Source: an optimization exercise on an open RTL-to-GDS flow (aim: small area, a short achievable clock period and few clock cycles per item). Production flows keep margins and buffers that such runs may drop. Function was checked by simulation only, so behaviour that the tests miss may differ from the original. Power and IR drop assume default switching activity.

==> flow/design.v <==
module morton_map (
    input  wire        clk,
    input  wire        rst,           
    input  wire        start,         
    input  wire [31:0] in_w,
    input  wire [31:0] in_h,
    input  wire [31:0] in_d,
    input  wire [31:0] in_row_pitch,
    input  wire [31:0] in_slice_pitch,
    input  wire [31:0] in_bpp,
    input  wire [31:0] in_cx,
    input  wire [31:0] in_cy,
    input  wire [31:0] in_cz,
    output wire        ready,
    output reg         done,
    output reg         fault,
    output reg  [3:0]  cause,
    output reg  [31:0] mask_x,
    output reg  [31:0] mask_y,
    output reg  [31:0] mask_z,
    output reg  [5:0]  total_bits,
    output reg  [63:0] lin_off,
    output reg  [63:0] swz_off
);
    localparam [3:0] C_NONE      = 4'd0,
                     C_ZERO_EXT  = 4'd2,
                     C_ZERO_BPP  = 4'd3,
                     C_PITCH     = 4'd4,
                     C_MASK_OVF  = 4'd5;
    function [5:0] clog2f(input [31:0] v);
        integer i;
        reg [4:0] top;
        reg       any, two;
        begin
            top = 5'd0; any = 1'b0; two = 1'b0;
            for (i = 0; i < 32; i = i + 1) begin
                if (v[i]) top = i;
                two = two | (any & v[i]);
                any = any | v[i];
            end
            clog2f = {1'b0, top} + {5'd0, two};
        end
    endfunction
    function [31:0] therm(input [5:0] k);
        integer i;
        begin
            for (i = 0; i < 32; i = i + 1) therm[i] = (i < k);
        end
    endfunction
    function [36:0] sh(input [31:0] v, input [4:0] s);
        begin
            sh = ({37{s[0]}} & {5'd0, v})       | ({37{s[1]}} & {4'd0, v, 1'd0}) |
                 ({37{s[2]}} & {3'd0, v, 2'd0}) | ({37{s[3]}} & {2'd0, v, 3'd0}) |
                 ({37{s[4]}} & {1'd0, v, 4'd0});
        end
    endfunction
    wire in_fast = (in_cz[31:6] == 26'd0) & (in_cy[31:12] == 20'd0) &
                   (in_row_pitch[31:17] == 15'd0) &
                   (in_bpp[31:5] == 27'd0) &
                   ((in_bpp[4:0] & (in_bpp[4:0] - 5'd1)) == 5'd0);
    reg        busy;                  
    reg        fast;                  
    reg [4:0]  step;                  
    reg        qz, qy, qb;            
    reg        zext, zbpp;
    reg [5:0]  nx, ny, nz;
    reg [31:0] w, rp, sp, bpp, cx, cy, cz;
    wire last   = fast | (step == 5'd0);
    wire first  = fast | (step == 5'd31);
    assign ready = ~busy | last;
    wire accept = start & ready;
    wire [4:0] nstep = step - 5'd1;
    always @(posedge clk) begin
        if (rst) begin
            busy <= 1'b0;
        end else if (accept) begin
            busy <= 1'b1;
        end else if (last) begin
            busy <= 1'b0;
        end
        if (accept) begin
            step <= 5'd31;
            qz   <= in_cz[31];
            qy   <= in_cy[31];
            qb   <= in_bpp[31];
            fast <= in_fast;
            zext <= (in_w == 32'd0) | (in_h == 32'd0) | (in_d == 32'd0);
            zbpp <= (in_bpp == 32'd0);
            nx   <= clog2f(in_w);
            ny   <= clog2f(in_h);
            nz   <= clog2f(in_d);
            w    <= in_w;
            rp   <= in_row_pitch;
            sp   <= in_slice_pitch;
            bpp  <= in_bpp;
            cx   <= in_cx;
            cy   <= in_cy;
            cz   <= in_cz;
        end else begin
            step <= nstep;
            qz   <= cz[nstep];
            qy   <= cy[nstep];
            qb   <= bpp[nstep];
        end
    end
    wire lxy = (nx <= ny), lxz = (nx <= nz), lyz = (ny <= nz);
    wire x_min = lxy & lxz;
    wire y_min = ~x_min & lyz;
    wire z_min = ~x_min & ~y_min;
    wire v_max = x_min ? lyz : (y_min ? lxz : lxy);        
    wire [5:0] na = x_min ? nx : (y_min ? ny : nz);        
    wire [5:0] nu = x_min ? ny : nx;
    wire [5:0] nv = z_min ? ny : nz;
    wire [5:0] nb = v_max ? nu : nv;                       
    wire [7:0] tot = {2'b00, nx} + {2'b00, ny} + {2'b00, nz};
    wire [5:0] e1  = {na[3:0], 1'b0} + {2'b00, na[3:0]};   
    wire [5:0] e2  = na + {nb[4:0], 1'b0};                 
    wire [5:0] e3  = tot[5:0];                             
    wire [4:0] sh3 = na[4:0] + nb[4:0];                    
    wire [31:0] cu = x_min ? cy : cx;
    wire [31:0] cv = z_min ? cy : cz;
    wire [31:0] cm = v_max ? cv : cu;                      
    wire [31:0] t1 = therm(e1);
    wire [31:0] t2 = therm(e2);
    wire [31:0] t3 = (e3 == 6'd32) ? 32'hFFFF_FFFF : therm(e3);
    wire [31:0] r2 = t2 & ~t1;
    wire [31:0] r3 = t3 & ~t2;
    reg  [31:0] i3, i2;
    integer k;
    always @(*) begin
        i3 = 32'd0;
        i2 = 32'd0;
        for (k = 0; k < 11; k = k + 1) begin
            i3[3*k] = cx[k];
            if (3*k+1 < 32) i3[3*k+1] = cy[k];
            if (3*k+2 < 32) i3[3*k+2] = cz[k];
        end
        for (k = 0; k < 16; k = k + 1) begin
            i2[2*k]   = cu[k];
            i2[2*k+1] = cv[k];
        end
    end
    wire [31:0] idx = (i3 & t1) | ((i2 << na[3:0]) & r2) | ((cm << sh3) & r3);
    wire [5:0]  dz  = fast ? cz[5:0] : {5'd0, qz};
    wire [11:0] dy  = fast ? cy[11:0] : 12'd0;
    wire [16:0] rpf = rp[16:0];
    wire [4:0]  db  = fast ? bpp[4:0] : {4'd0, qb};
    reg  [39:0] pp [0:19];
    always @(*) begin
        for (k = 0; k < 6; k = k + 1)
            pp[k] = dz[k] ? ({8'd0, sp} << k) : 40'd0;
        for (k = 0; k < 12; k = k + 1)
            pp[6 + k] = dy[k] ? ({23'd0, rpf} << k) : 40'd0;
        pp[18] = (~fast & qy) ? {8'd0, rp} : 40'd0;
        pp[19] = {3'd0, sh(cx, db)};
    end
    wire [39:0] ts0 = pp[0] ^ pp[1] ^ pp[2];
    wire [39:0] tm0 = (pp[0] & pp[1]) | (pp[0] & pp[2]) | (pp[1] & pp[2]);
    wire [39:0] tc0 = {tm0[38:0], 1'b0};
    wire [39:0] ts1 = pp[3] ^ pp[4] ^ pp[5];
    wire [39:0] tm1 = (pp[3] & pp[4]) | (pp[3] & pp[5]) | (pp[4] & pp[5]);
    wire [39:0] tc1 = {tm1[38:0], 1'b0};
    wire [39:0] ts2 = pp[6] ^ pp[7] ^ pp[8];
    wire [39:0] tm2 = (pp[6] & pp[7]) | (pp[6] & pp[8]) | (pp[7] & pp[8]);
    wire [39:0] tc2 = {tm2[38:0], 1'b0};
    wire [39:0] ts3 = pp[9] ^ pp[10] ^ pp[11];
    wire [39:0] tm3 = (pp[9] & pp[10]) | (pp[9] & pp[11]) | (pp[10] & pp[11]);
    wire [39:0] tc3 = {tm3[38:0], 1'b0};
    wire [39:0] ts4 = pp[12] ^ pp[13] ^ pp[14];
    wire [39:0] tm4 = (pp[12] & pp[13]) | (pp[12] & pp[14]) | (pp[13] & pp[14]);
    wire [39:0] tc4 = {tm4[38:0], 1'b0};
    wire [39:0] ts5 = pp[15] ^ pp[16] ^ pp[17];
    wire [39:0] tm5 = (pp[15] & pp[16]) | (pp[15] & pp[17]) | (pp[16] & pp[17]);
    wire [39:0] tc5 = {tm5[38:0], 1'b0};
    wire [39:0] ts6 = ts0 ^ tc0 ^ ts1;
    wire [39:0] tm6 = (ts0 & tc0) | (ts0 & ts1) | (tc0 & ts1);
    wire [39:0] tc6 = {tm6[38:0], 1'b0};
    wire [39:0] ts7 = tc1 ^ ts2 ^ tc2;
    wire [39:0] tm7 = (tc1 & ts2) | (tc1 & tc2) | (ts2 & tc2);
    wire [39:0] tc7 = {tm7[38:0], 1'b0};
    wire [39:0] ts8 = ts3 ^ tc3 ^ ts4;
    wire [39:0] tm8 = (ts3 & tc3) | (ts3 & ts4) | (tc3 & ts4);
    wire [39:0] tc8 = {tm8[38:0], 1'b0};
    wire [39:0] ts9 = tc4 ^ ts5 ^ tc5;
    wire [39:0] tm9 = (tc4 & ts5) | (tc4 & tc5) | (ts5 & tc5);
    wire [39:0] tc9 = {tm9[38:0], 1'b0};
    wire [39:0] ts10 = ts6 ^ tc6 ^ ts7;
    wire [39:0] tm10 = (ts6 & tc6) | (ts6 & ts7) | (tc6 & ts7);
    wire [39:0] tc10 = {tm10[38:0], 1'b0};
    wire [39:0] ts11 = tc7 ^ ts8 ^ tc8;
    wire [39:0] tm11 = (tc7 & ts8) | (tc7 & tc8) | (ts8 & tc8);
    wire [39:0] tc11 = {tm11[38:0], 1'b0};
    wire [39:0] ts12 = ts9 ^ tc9 ^ pp[18];
    wire [39:0] tm12 = (ts9 & tc9) | (ts9 & pp[18]) | (tc9 & pp[18]);
    wire [39:0] tc12 = {tm12[38:0], 1'b0};
    wire [39:0] ts13 = ts10 ^ tc10 ^ ts11;
    wire [39:0] tm13 = (ts10 & tc10) | (ts10 & ts11) | (tc10 & ts11);
    wire [39:0] tc13 = {tm13[38:0], 1'b0};
    wire [39:0] ts14 = tc11 ^ ts12 ^ tc12;
    wire [39:0] tm14 = (tc11 & ts12) | (tc11 & tc12) | (ts12 & tc12);
    wire [39:0] tc14 = {tm14[38:0], 1'b0};
    wire [39:0] ts15 = ts13 ^ tc13 ^ ts14;
    wire [39:0] tm15 = (ts13 & tc13) | (ts13 & ts14) | (tc13 & ts14);
    wire [39:0] tc15 = {tm15[38:0], 1'b0};
    wire [39:0] ts16 = ts15 ^ tc15 ^ tc14;
    wire [39:0] tm16 = (ts15 & tc15) | (ts15 & tc14) | (tc15 & tc14);
    wire [39:0] tc16 = {tm16[38:0], 1'b0};
    wire [39:0] ts17 = ts16 ^ tc16 ^ pp[19];
    wire [39:0] tm17 = (ts16 & tc16) | (ts16 & pp[19]) | (tc16 & pp[19]);
    wire [39:0] tc17 = {tm17[38:0], 1'b0};
    wire [39:0] lin_s = ts17;
    wire [39:0] lin_c = tc17;
    reg  [32:0] pacc;
    wire [37:0] p_n   = (first ? 38'd0 : {5'd0, pacc[31:0], 1'b0}) + {1'b0, sh(w, db)};
    wire        p_big = (~first & (pacc[32] | pacc[31])) | (p_n[37:32] != 6'd0);
    wire        pitch_bad = p_big | (p_n[31:0] > rp);
    always @(posedge clk) begin
        pacc <= {p_big, p_n[31:0]};
    end
    reg        done2, first2;
    reg [39:0] s2, c2;
    reg [31:0] idx2;
    reg [4:0]  db2;
    reg [5:0]  e1_2, e2_2, e3_2;
    reg        a0_2, x_min2, z_min2, v_max2;
    reg [3:0]  cause2;
    always @(posedge clk) begin
        if (rst) done2 <= 1'b0;
        else     done2 <= busy & last;
        first2 <= first;
        s2     <= lin_s;
        c2     <= lin_c;
        idx2   <= idx;
        db2    <= db;
        e1_2   <= e1;
        e2_2   <= e2;
        e3_2   <= e3;
        a0_2   <= na[0];
        x_min2 <= x_min;
        z_min2 <= z_min;
        v_max2 <= v_max;
        if (zext)             cause2 <= C_ZERO_EXT;
        else if (zbpp)        cause2 <= C_ZERO_BPP;
        else if (pitch_bad)   cause2 <= C_PITCH;
        else if (tot > 8'd32) cause2 <= C_MASK_OVF;
        else                  cause2 <= C_NONE;
    end
    wire [31:0] u1 = therm(e1_2);
    wire [31:0] u2 = therm(e2_2);
    wire [31:0] u3 = (e3_2 == 6'd32) ? 32'hFFFF_FFFF : therm(e3_2);
    wire [31:0] q2 = u2 & ~u1;
    wire [31:0] q3 = u3 & ~u2;
    wire [31:0] pu  = a0_2 ? 32'hAAAA_AAAA : 32'h5555_5555;
    wire [31:0] m2u = pu & q2;
    wire [31:0] m2v = ~pu & q2;
    wire [31:0] mx_n = (32'h4924_9249 & u1) | (~x_min2 ? m2u : 32'd0) |
                       ((~x_min2 & ~v_max2) ? q3 : 32'd0);
    wire [31:0] my_n = (32'h9249_2492 & u1) | (x_min2 ? m2u : 32'd0) |
                       (z_min2 ? m2v : 32'd0) |
                       ((x_min2 & ~v_max2) | (z_min2 & v_max2) ? q3 : 32'd0);
    wire [31:0] mz_n = (32'h2492_4924 & u1) | (~z_min2 ? m2v : 32'd0) |
                       ((~z_min2 & v_max2) ? q3 : 32'd0);
    wire [63:0] lin_acc = first2 ? 64'd0 : {lin_off[62:0], 1'b0};
    wire [63:0] swz_acc = first2 ? 64'd0 : {swz_off[62:0], 1'b0};
    always @(posedge clk) begin
        lin_off    <= lin_acc + {24'd0, s2} + {24'd0, c2};
        swz_off    <= swz_acc + {27'd0, sh(idx2, db2)};
        mask_x     <= mx_n;
        mask_y     <= my_n;
        mask_z     <= mz_n;
        total_bits <= e3_2;
        fault      <= (cause2 != C_NONE);
        cause      <= cause2;
        if (rst) done <= 1'b0;
        else     done <= done2;
    end
endmodule
==> flow/run.sh <==
#!/bin/bash
# synth_recipe.tcl (not shown) runs the flow's synth.tcl, then flattens the netlist and writes it again
# the make line also repeats each setting of config.mk as NAME=value (left out here)
make -C /OpenROAD-flow-scripts/flow DESIGN_CONFIG=/design/flow/config.mk WORK_HOME=/design/flow/orfs CLKGATE_MAP_FILE= SYNTH_SCRIPT=/design/flow/synth_recipe.tcl finish
==> flow/config.mk <==
export PLATFORM = sky130hd
export DESIGN_NAME = morton_map
export DESIGN_NICKNAME = morton_map
export VERILOG_FILES = /design/flow/design.v
export SDC_FILE = /design/flow/constraint.sdc
export NUM_CORES = 4
export LEC_CHECK = 0
export CAP_MARGIN = 20
export CORE_MARGIN = 2
export CORE_UTILIZATION = 40
export SETUP_SLACK_MARGIN = 5
export SLEW_MARGIN = 20
==> flow/constraint.sdc <==
create_clock -name core_clock -period 13.0 [get_ports {clk}]
set_input_delay 2.6000 -clock core_clock [delete_from_list [all_inputs] [get_ports {clk}]]
set_output_delay 2.6000 -clock core_clock [all_outputs]
set_load 0.01 [all_outputs]
==> results.py, run 1 <==
metrics = {
    "floorplanning": {
        "die-height_um": 368.1,
        "floorplan.initialDensity": 0.4034,
        "dieArea_mm2": 0.1355,
        "core.rowCount": 133,
        "die-width_um": 368.1,
        "core_area_mm2": 0.1315,
        "io_pins": 528,
    },
    "finish": {
        "final_core_utilization": 0.4761,
        "drive_gt1_frac": 0.05397,
        "final_cell_count_no_fill": 7947,
        "fillerInstances": 12557,
        "syn_to_final_growth_pct": 18.02,
        "multi_input_area_mm2": 0.03408,
        "area.sequential_mm2": 0.01571,
        "final_net_count": 7129,
    },
    "synth": {
        "synth_edf_count": 245,
        "ys_seq_elements": 662,
        "yosys.area.top_type_share": 0.1657,
        "syn-instance-count": 5757,
        "synth_area_mm2": 0.05303,
        "netlist_top_cells_area": "sky130_fd_sc_hd__fa_1 17%, sky130_fd_sc_hd__dfxtp_1 16%, sky130_fd_sc_hd__edfxtp_1 14%",
        "synth.cells.most_frequent": "548 x sky130_fd_sc_hd__inv_1, 462 x sky130_fd_sc_hd__nand2_1, 439 x sky130_fd_sc_hd__fa_1, 417 x sky130_fd_sc_hd__dfxtp_1, 340 x sky130_fd_sc_hd__a21oi_1",
        "share_of_synthesized_area_occupied_by_flip_flops_and_latches": 0.2961,
        "ys_dominant_reg_cell": "sky130_fd_sc_hd__dfxtp_1",
        "netlist-cell-type-count": 89,
        "yosys_warnings": 2,
        "synth_top_area_cell": "sky130_fd_sc_hd__fa_1",
        "asyncSetResetFlopFracSynth": 0,
        "synthesis.area_per_instance_um2": 9.212,
        "yosysMostFrequentCell": "sky130_fd_sc_hd__inv_1",
        "synth_nets": 6760,
    },
    "clocking": {
        "cts_root_buffer": "sky130_fd_sc_hd__clkbuf_16",
        "cts_max_level": 3,
        "cts.reportedPaths.clkPinSlew_ns": 0.06,
        "tritoncts": "built",
        "ctsHoldBuffers": 0,
        "tritoncts_num_sinks": 662,
        "clk_latency_ns": 0.71,
        "ctsResizeCount": 0,
        "clock_tree.buffer_depth": 3,
        "number_of_post_cts_setup_repair_buffers": 0,
        "cts_inserted_buffers": 79,
    },
    "placement": {
        "dp_cells": 7800,
        "routabilityCongestion": 1.020,
        "io_buffer_count": 526,
        "place.detailed.hpwl_um": 157200,
    },
    "power_and_ir_drop": {
        "max-vdd-ir-drop_uv": 153.6,
        "p_leak_nw": 26.52,
        "cellInternalPower_w": 0.007469,
        "seqPwrFrac": 0.232,
        "power.net_switching_w": 0.006895,
        "fin_total_pwr_w": 0.01436,
        "cellPowerDensity_mw_per_mm2": 229.5,
        "clock_power_share": 0.156,
        "netSwitchingFraction": 0.4800,
        "comb_power_share": 0.612,
    },
    "worst_setup_path": {
        "worst_endpoint_data_arrival_time_ns": 8.26,
        "timing.critical_path.to_type": "flop",
        "reg2reg_setup_slack_ns": 5.36,
        "worst_ep_required_time_ns": 13.62,
        "timing.critical_path.from_type": "flop",
        "startpoint_to_endpoint_class_of_the_critical_path": "reg2reg",
        "critPathMaxFanout": 116,
    },
    "routing": {
        "route.antenna.remaining_nets": 0,
        "routed_via_density": 5.895,
        "via_count": 46849,
        "drt_iter0_markers": 4833,
        "drtPass1Iterations": 10,
        "drcViolationCount": 0,
        "wirelength_um": 202900,
        "wl_per_cell_um": 25.53,
    },
    "timing": {
        "final-max-slew-violation-count": 0,
        "post-route-period-util": 0.5875,
        "fmax_mhz": 130.9,
        "min_period_ns": 7.638,
        "timing.hold.ws_ns": 0.3273,
        "grt_setup_unrepaired": "true",
        "tightest_pin_transition_ns": 1.307,
        "setup_violating_endpoint_count_in_the_final_report": 0,
        "timing.setup.tns_ns": 0,
        "clock_skew_after_layout_ns": 0.03370,
        "slew_headroom": 0.1209,
        "timing.final.hold_violations": 0,
    },
    "job": {
        "cap_violations": 0,
    },
    "global_route": {
        "grt_overflow_total": 0,
        "grt_start_max_net_pins": 147,
        "grt_use_total": 0.2926,
        "vias_in_the_first_global_route": 46200,
        "antenna_violations_before_repair": 17,
        "first_pass_grt_wire_length_um": 300200,
    },
    "worst_hold_path": {
        "hold_path_class": "reg2reg",
    },
    "status": {
        "status": "finished clean",
    },
}
[flip-flops by register name (all words and copies together) (netlist names), 33 cells and up]
name / flops
pacc: 33
swz_off: 64
lin_off: 64
s2: 39
c2: 39
[path summary, 6_finish.rpt]
kind,start,to,cells past startpoint
worst max register to register,fast,cause2[0],27
worst min-delay path,s2[0],lin_off[0],0
worst min register to register,s2[0],lin_off[0],0
worst max-delay path,fast,cause2[0],27
[critical path, stage by stage (launching register included)]
cell and delay (ns):
sky130_fd_sc_hd__edfxtp_1 0.92, sky130_fd_sc_hd__buf_6 0.57, sky130_fd_sc_hd__and2_2 0.26, sky130_fd_sc_hd__buf_4 0.56, sky130_fd_sc_hd__a22o_1 0.25, sky130_fd_sc_hd__ha_1 0.17, sky130_fd_sc_hd__inv_1 0.06, sky130_fd_sc_hd__fa_1 0.39
sky130_fd_sc_hd__nor2b_1 0.14, sky130_fd_sc_hd__o21ai_0 0.10, sky130_fd_sc_hd__a21boi_0 0.38, sky130_fd_sc_hd__o31a_1 0.31, sky130_fd_sc_hd__o2111ai_1 0.18, sky130_fd_sc_hd__a31oi_1 0.55, sky130_fd_sc_hd__nand2b_1 0.13, sky130_fd_sc_hd__nand2_1 0.09
sky130_fd_sc_hd__a21oi_1 0.07, sky130_fd_sc_hd__xnor2_1 0.18, sky130_fd_sc_hd__ha_1 0.27, sky130_fd_sc_hd__a21o_1 0.16, sky130_fd_sc_hd__a21o_1 0.17, sky130_fd_sc_hd__a21oi_1 0.13, sky130_fd_sc_hd__o21ai_0 0.16, sky130_fd_sc_hd__a211oi_1 0.26
sky130_fd_sc_hd__o211ai_1 0.14, sky130_fd_sc_hd__o221a_2 0.35, sky130_fd_sc_hd__or3_1 0.36, sky130_fd_sc_hd__a21oi_1 0.15
[through the flow]
| stage | cell area [um^2] | worst slack, ns |
|---|---|---|
| finish | 62590 | 5.362 |
| detailed placement | 60010 | 5.316 |
| CTS | 62570 | 5.267 |
| global route | 62590 | 4.867 |
| floorplan | 53040 | 5.846 |
| global placement | 60000 | 5.358 |
[layout by cell type (no fill, tap or decap), drive strengths merged, types with 107 or more instances in the layout]
cell type / count
fa: 439
a22oi: 188
nor2: 319
edfxtp: 245
dfxtp: 417
nand2: 462
inv: 554
and3: 333
nor2b: 152
xnor2: 107
clkdlybuf4s50: 526
o21ai: 261
ha: 273
a21oi: 341
nand3: 142
[logic make-up (layout without fill, tap and decap cells)]
family / Yosys count / after routing / share of synthesized area
AO/OA/AOI/OAI: 1431 / 1431 / 0.1820
XOR/XNOR: 152 / 152 / 0.02510
adder cells (fa/ha/maj): 720 / 720 / 0.2316
buffers and inverters: 883 / 1315 / 0.06297
flip-flops: 662 / 662 / 0.2961
multiplexers: 115 / 115 / 0.03093
other: 1 / 4 / 0.00007071
AND/OR/NAND/NOR: 1793 / 1793 / 0.1712
[per-layer routing]
metal  part of all wire  vias to the layer above  wire length (um)  GRT usage
li1                   -                    21164                 -          -
met1               0.41                    22974             83780     0.3826
met4              0.043                       20              8731     0.1160
met3              0.082                      431             16550    0.05343
met5            0.00061                        -               124          0
met2               0.46                     2260             93660     0.4782
[cell type report]
cell class / count / share of cell area
sequential: 662 / 0.2510
clock buffer: 104 / 0.03518
multi-input combinational: 4212 / 0.5445
clock inverter: 40 / 0.005757
antenna: 3 / 0.0001199
inverter: 558 / 0.03358
tap: 1755 / 0.03508
timing repair buffer: 613 / 0.09481
[power by group through the flow]
| stage | Sequential [W] | Clock (W) | Combinational, W |
|---|---|---|---|
| finish | 0.00333 | 0.00224 | 0.00880 |
| global route | 0.00338 | 0.00236 | 0.00961 |
| CTS | 0.00333 | 0.00228 | 0.00869 |
| detailed placement | 0.00337 | 0 | 0.00864 |
| global placement | 0.00336 | 0 | 0.00863 |
| floorplan | 0.00318 | 0 | 0.00559 |
Testbench counts, summed over its fixed seeds: cycles 1,216, items 1,200.
==> run 2, diff against run 1 <==
--- a/flow/design.v
+++ b/flow/design.v
@@ -59,4 +59,12 @@
                    (in_bpp[31:5] == 27'd0) &
                    ((in_bpp[4:0] & (in_bpp[4:0] - 5'd1)) == 5'd0);
+    wire [5:0] nx0 = clog2f(in_w);
+    wire [5:0] ny0 = clog2f(in_h);
+    wire [5:0] nz0 = clog2f(in_d);
+    wire lxy0 = (nx0 <= ny0), lxz0 = (nx0 <= nz0), lyz0 = (ny0 <= nz0);
+    wire x_min0 = lxy0 & lxz0;
+    wire y_min0 = ~x_min0 & lyz0;
+    wire z_min0 = ~x_min0 & ~y_min0;
+    wire v_max0 = x_min0 ? lyz0 : (y_min0 ? lxz0 : lxy0);
     reg        busy;                  
     reg        fast;                  
@@ -65,4 +73,5 @@
     reg        zext, zbpp;
     reg [5:0]  nx, ny, nz;
+    reg        x_min, y_min, z_min, v_max;
     reg [31:0] w, rp, sp, bpp, cx, cy, cz;
     wire last   = fast | (step == 5'd0);
@@ -80,21 +89,25 @@
         end
         if (accept) begin
-            step <= 5'd31;
-            qz   <= in_cz[31];
-            qy   <= in_cy[31];
-            qb   <= in_bpp[31];
-            fast <= in_fast;
-            zext <= (in_w == 32'd0) | (in_h == 32'd0) | (in_d == 32'd0);
-            zbpp <= (in_bpp == 32'd0);
-            nx   <= clog2f(in_w);
-            ny   <= clog2f(in_h);
-            nz   <= clog2f(in_d);
-            w    <= in_w;
-            rp   <= in_row_pitch;
-            sp   <= in_slice_pitch;
-            bpp  <= in_bpp;
-            cx   <= in_cx;
-            cy   <= in_cy;
-            cz   <= in_cz;
+            step  <= 5'd31;
+            qz    <= in_cz[31];
+            qy    <= in_cy[31];
+            qb    <= in_bpp[31];
+            fast  <= in_fast;
+            zext  <= (in_w == 32'd0) | (in_h == 32'd0) | (in_d == 32'd0);
+            zbpp  <= (in_bpp == 32'd0);
+            nx    <= nx0;
+            ny    <= ny0;
+            nz    <= nz0;
+            x_min <= x_min0;
+            y_min <= y_min0;
+            z_min <= z_min0;
+            v_max <= v_max0;
+            w     <= in_w;
+            rp    <= in_row_pitch;
+            sp    <= in_slice_pitch;
+            bpp   <= in_bpp;
+            cx    <= in_cx;
+            cy    <= in_cy;
+            cz    <= in_cz;
         end else begin
             step <= nstep;
@@ -104,9 +117,4 @@
         end
     end
-    wire lxy = (nx <= ny), lxz = (nx <= nz), lyz = (ny <= nz);
-    wire x_min = lxy & lxz;
-    wire y_min = ~x_min & lyz;
-    wire z_min = ~x_min & ~y_min;
-    wire v_max = x_min ? lyz : (y_min ? lxz : lxy);        
     wire [5:0] na = x_min ? nx : (y_min ? ny : nz);        
     wire [5:0] nu = x_min ? ny : nx;
@@ -211,8 +219,11 @@
     wire [39:0] lin_s = ts17;
     wire [39:0] lin_c = tc17;
+    wire [36:0] pw        = sh(w, bpp[4:0]);
     reg  [32:0] pacc;
-    wire [37:0] p_n   = (first ? 38'd0 : {5'd0, pacc[31:0], 1'b0}) + {1'b0, sh(w, db)};
-    wire        p_big = (~first & (pacc[32] | pacc[31])) | (p_n[37:32] != 6'd0);
-    wire        pitch_bad = p_big | (p_n[31:0] > rp);
+    wire [33:0] p_n       = ((step == 5'd31) ? 34'd0 : {1'b0, pacc[31:0], 1'b0}) +
+                            {2'd0, qb ? w : 32'd0};
+    wire        p_big     = ((step != 5'd31) & (pacc[32] | pacc[31])) | (p_n[33:32] != 2'd0);
+    wire [31:0] p_lo      = fast ? pw[31:0] : p_n[31:0];
+    wire        pitch_bad = (fast ? (pw[36:32] != 5'd0) : p_big) | (p_lo > rp);
     always @(posedge clk) begin
         pacc <= {p_big, p_n[31:0]};
--- a/flow/config.mk
+++ b/flow/config.mk
@@ -8,5 +8,5 @@
 export CAP_MARGIN = 20
 export CORE_MARGIN = 2
-export CORE_UTILIZATION = 40
+export CORE_UTILIZATION = 60
 export SETUP_SLACK_MARGIN = 5
 export SLEW_MARGIN = 20
==> results.py, run 2 <==
metrics = {
    "placement": {
        "routabilityCongestion": 0.9824,
        "place.detailed.hpwl_um": 132000,
        "post_dp_cell_area_mm2": 0.05936,
        "dp_worst_setup_slack_ns": 4.994,
        "io_buffer_count": 526,
    },
    "status": {
        "status": "finished clean",
    },
    "power_and_ir_drop": {
        "power.net_switching_w": 0.006231,
        "clock_power_share": 0.154,
        "fin_total_pwr_w": 0.01356,
        "seqPwrFrac": 0.245,
        "max-vdd-ir-drop_uv": 292.2,
        "p_leak_nw": 26.57,
        "cellPowerDensity_mw_per_mm2": 219.5,
        "comb_power_share": 0.601,
        "netSwitchingFraction": 0.4595,
        "cellInternalPower_w": 0.007329,
    },
    "clocking": {
        "clock_tree.buffer_depth": 3,
        "tritoncts_num_sinks": 666,
        "ctsResizeCount": 0,
        "cts_root_buffer": "sky130_fd_sc_hd__clkbuf_16",
        "cts.reportedPaths.clkPinSlew_ns": 0.06,
        "ctsHoldBuffers": 0,
        "tritoncts": "built",
        "number_of_post_cts_setup_repair_buffers": 0,
        "clk_latency_ns": 0.68,
        "cts_inserted_buffers": 74,
        "cts_max_level": 3,
    },
    "floorplanning": {
        "dieArea_mm2": 0.09136,
        "die-width_um": 302.3,
        "floorplan.initialDensity": 0.6049,
        "die-height_um": 302.3,
        "core_area_mm2": 0.08824,
        "core.rowCount": 109,
        "io_pins": 528,
    },
    "finish": {
        "fillerInstances": 6789,
        "largest_registers": "lin_off: 64 flops, swz_off: 64 flops",
        "final_cell_area_mm2": 0.06179,
        "drive_gt1_frac": 0.05318,
        "area.sequential_mm2": 0.01584,
        "syn_to_final_growth_pct": 15.76,
        "final_net_count": 7013,
        "layout.cells.most_common": "sky130_fd_sc_hd__inv_1",
        "multi_input_area_mm2": 0.03428,
        "layout.cells.most_common_list": "544 x sky130_fd_sc_hd__inv_1, 526 x sky130_fd_sc_hd__clkdlybuf4s50_1, 439 x sky130_fd_sc_hd__fa_1, 433 x sky130_fd_sc_hd__nand2_1, 411 x sky130_fd_sc_hd__dfxtp_1",
    },
    "routing": {
        "wirelength_um": 173000,
        "drtPass1Iterations": 10,
        "drcViolationCount": 0,
        "route.antenna.remaining_nets": 0,
        "routed_via_density": 6.406,
        "drt_iter0_markers": 6170,
        "via_count": 46440,
        "wl_per_cell_um": 23.86,
    },
    "timing": {
        "min_period_ns": 7.296,
        "final-max-slew-violation-count": 0,
        "timing.setup.tns_ns": 0,
        "post-route-period-util": 0.5612,
        "slew_headroom": 0.2006,
        "grt_setup_unrepaired": "false",
        "post-route-worst-setup-slack_ns": 5.704,
        "fmax_mhz": 137.1,
        "tightest_pin_transition_ns": 1.199,
        "timing.final.hold_violations": 0,
        "clock_skew_after_layout_ns": 0.04035,
        "setup_violating_endpoint_count_in_the_final_report": 0,
    },
    "synth": {
        "netlist_top_cells_area": "sky130_fd_sc_hd__fa_1 16%, sky130_fd_sc_hd__dfxtp_1 16%, sky130_fd_sc_hd__edfxtp_1 14%",
        "synth_top_area_cell": "sky130_fd_sc_hd__fa_1",
        "synth_edf_count": 249,
        "yosysMostFrequentCell": "sky130_fd_sc_hd__inv_1",
        "asyncSetResetFlopFracSynth": 0,
        "yosys_warnings": 2,
        "synth_nets": 6660,
        "ys_seq_elements": 666,
        "share_of_synthesized_area_occupied_by_flip_flops_and_latches": 0.2965,
        "ys_dominant_reg_cell": "sky130_fd_sc_hd__dfxtp_1",
        "synth.cells.most_frequent": "545 x sky130_fd_sc_hd__inv_1, 439 x sky130_fd_sc_hd__fa_1, 433 x sky130_fd_sc_hd__nand2_1, 417 x sky130_fd_sc_hd__dfxtp_1, 315 x sky130_fd_sc_hd__nor2_1",
        "syn-instance-count": 5663,
        "synthesis.area_per_instance_um2": 9.425,
        "synth_area_mm2": 0.05337,
        "netlist-cell-type-count": 101,
        "yosys.area.top_type_share": 0.1647,
    },
    "global_route": {
        "first_pass_grt_wire_length_um": 263900,
        "grt_start_max_net_pins": 272,
        "grt_use_total": 0.3753,
        "vias_in_the_first_global_route": 45558,
        "antenna_violations_before_repair": 12,
        "grt_overflow_total": 0,
    },
    "worst_setup_path": {
        "startpoint_to_endpoint_class_of_the_critical_path": "in2reg",
        "timing.critical_path.from_type": "input port",
        "critPathMaxFanout": 6,
        "worst_ep_required_time_ns": 13.40,
        "worst_endpoint_data_arrival_time_ns": 7.70,
        "timing.critical_path.to_type": "flop",
    },
    "job": {
        "cap_violations": 0,
    },
    "worst_hold_path": {
        "hold_path_class": "reg2reg",
    },
}
-- run 2: changes by cell type after synthesis, moves of 23 or more --
cell,delta
sky130_fd_sc_hd__and2_1,+32
sky130_fd_sc_hd__a221oi_1,-29
sky130_fd_sc_hd__nand2_1,-29
sky130_fd_sc_hd__a222oi_1,+24
sky130_fd_sc_hd__a21oi_1,-34
sky130_fd_sc_hd__a22oi_1,-49
sky130_fd_sc_hd__and3_1,-23
sky130_fd_sc_hd__mux2i_1,+145
sky130_fd_sc_hd__clkbuf_1,-23
sky130_fd_sc_hd__nand3_1,-23
sky130_fd_sc_hd__o21ai_0,-51
sky130_fd_sc_hd__mux2_2,+27
-- run 2: per-stage QoR --
step,hold slack [ns],utilization,cells
floorplan,0.3096,-,5663
global placement,0.3115,0.6727,7105
detailed placement,0.3136,0.6727,7105
CTS,0.3272,0.6998,7239
global route,0.3302,0.7002,7248
finish,0.3267,0.7002,7250
-- run 2: metal layers --
metal | global-route usage | share of wire
met1 | 0.4913 | 0.39
met3 | 0.09869 | 0.11
met4 | 0.1928 | 0.055
met2 | 0.5754 | 0.44
met5 | 0 | 0.00074
-- run 2: area by class of cell --
cell class | instances | share of cell area
clock inverter | 35 | 0.005589
antenna | 11 | 0.0004455
tap | 1165 | 0.02359
timing repair buffer | 582 | 0.09228
inverter | 555 | 0.03382
sequential | 666 | 0.2563
clock buffer | 99 | 0.03315
multi-input combinational | 4137 | 0.5548
-- run 2: cells by family after synthesis --
logic type / Yosys count / synth area share
multiplexers: 294 / 0.06636
AND/OR/NAND/NOR: 1753 / 0.1684
buffers and inverters: 860 / 0.06189
flip-flops: 666 / 0.2965
AO/OA/AOI/OAI: 1236 / 0.1552
adder cells (fa/ha/maj): 715 / 0.2290
other: 1 / 0.00007026
XOR/XNOR: 138 / 0.02264
-- run 2: power groups by stage --
stage	Combinational, W	Sequential, W	Clock, W
final	0.00815	0.00333	0.00209
after global routing	0.00889	0.00338	0.00219
after CTS	0.00799	0.00331	0.00211
after detailed placement	0.00792	0.00334	0
after global placement	0.00782	0.00333	0
after floorplan	0.00525	0.00321	0
-- run 2: path summary, 6_finish.rpt --
path,slack (ns),endpoint,depth (start not counted),start
setup / recovery,5.70,y_min,21,in_w[2]
hold / removal,0.33,lin_off[0],0,s2[0]
setup reg to reg,6.10,s2[17],12,fast
hold reg to reg,0.33,lin_off[0],0,s2[0]
-- run 2: worst max-delay path, stage by stage --
cell,delay [ns]
sky130_fd_sc_hd__clkdlybuf4s50_1,0.51
sky130_fd_sc_hd__or4_1,0.56
sky130_fd_sc_hd__nor2_1,0.18
sky130_fd_sc_hd__nand2_1,0.13
sky130_fd_sc_hd__nor3_1,0.43
sky130_fd_sc_hd__nand2_1,0.19
sky130_fd_sc_hd__a2111oi_0,0.44
sky130_fd_sc_hd__o22ai_1,0.12
sky130_fd_sc_hd__nor4_1,0.17
sky130_fd_sc_hd__o21ai_0,0.17
sky130_fd_sc_hd__ha_1,0.28
sky130_fd_sc_hd__ha_1,0.23
sky130_fd_sc_hd__and3_1,0.15
sky130_fd_sc_hd__nor4_1,0.18
sky130_fd_sc_hd__a21oi_1,0.22
sky130_fd_sc_hd__ha_1,0.39
sky130_fd_sc_hd__nand3_1,0.09
sky130_fd_sc_hd__a211oi_1,0.24
sky130_fd_sc_hd__o22ai_1,0.15
sky130_fd_sc_hd__nor2_1,0.17
sky130_fd_sc_hd__nor2_1,0.07
Testbench counts of run 2, summed over its fixed seeds: cycles 1,216, items 1,200.

[port drivers added, routing unchanged]
Ports are ideal in the flow. The routed layouts listed here were re-timed in OpenROAD. Step 1 (the two cells are an assumption about what drives the block):
set clk [get_ports {clk}]
set_driving_cell -lib_cell sky130_fd_sc_hd__clkbuf_16 $clk
set_driving_cell -lib_cell sky130_fd_sc_hd__buf_2 [delete_from_list [all_inputs] $clk]
Step 2 also shifts input and output timing later by t, the mid clock arrival at the registers, as if the neighbouring blocks saw the same clock. a / b / c = no drivers / after step 1 / after step 2; a / b = the first two.
| run | t (ns) | setup slack, ns | worst hold slack (ns) | latest minus earliest clock arrival (ns) |
|---|---|---|---|---|
| run 1 | 0.779 | 5.362 / 5.362 / 5.362 | 0.327 / 0.327 / 0.327 | 0.034 / 0.034 |
| run 2 | 0.734 | 5.704 / 5.757 / 5.023 | 0.327 / 0.327 / 0.327 | 0.041 / 0.040 |
After both steps every run listed still meets setup and hold. The setup slack of run 2, which loses most, moves by +0.053 ns with the drivers and by -0.681 ns with both steps.
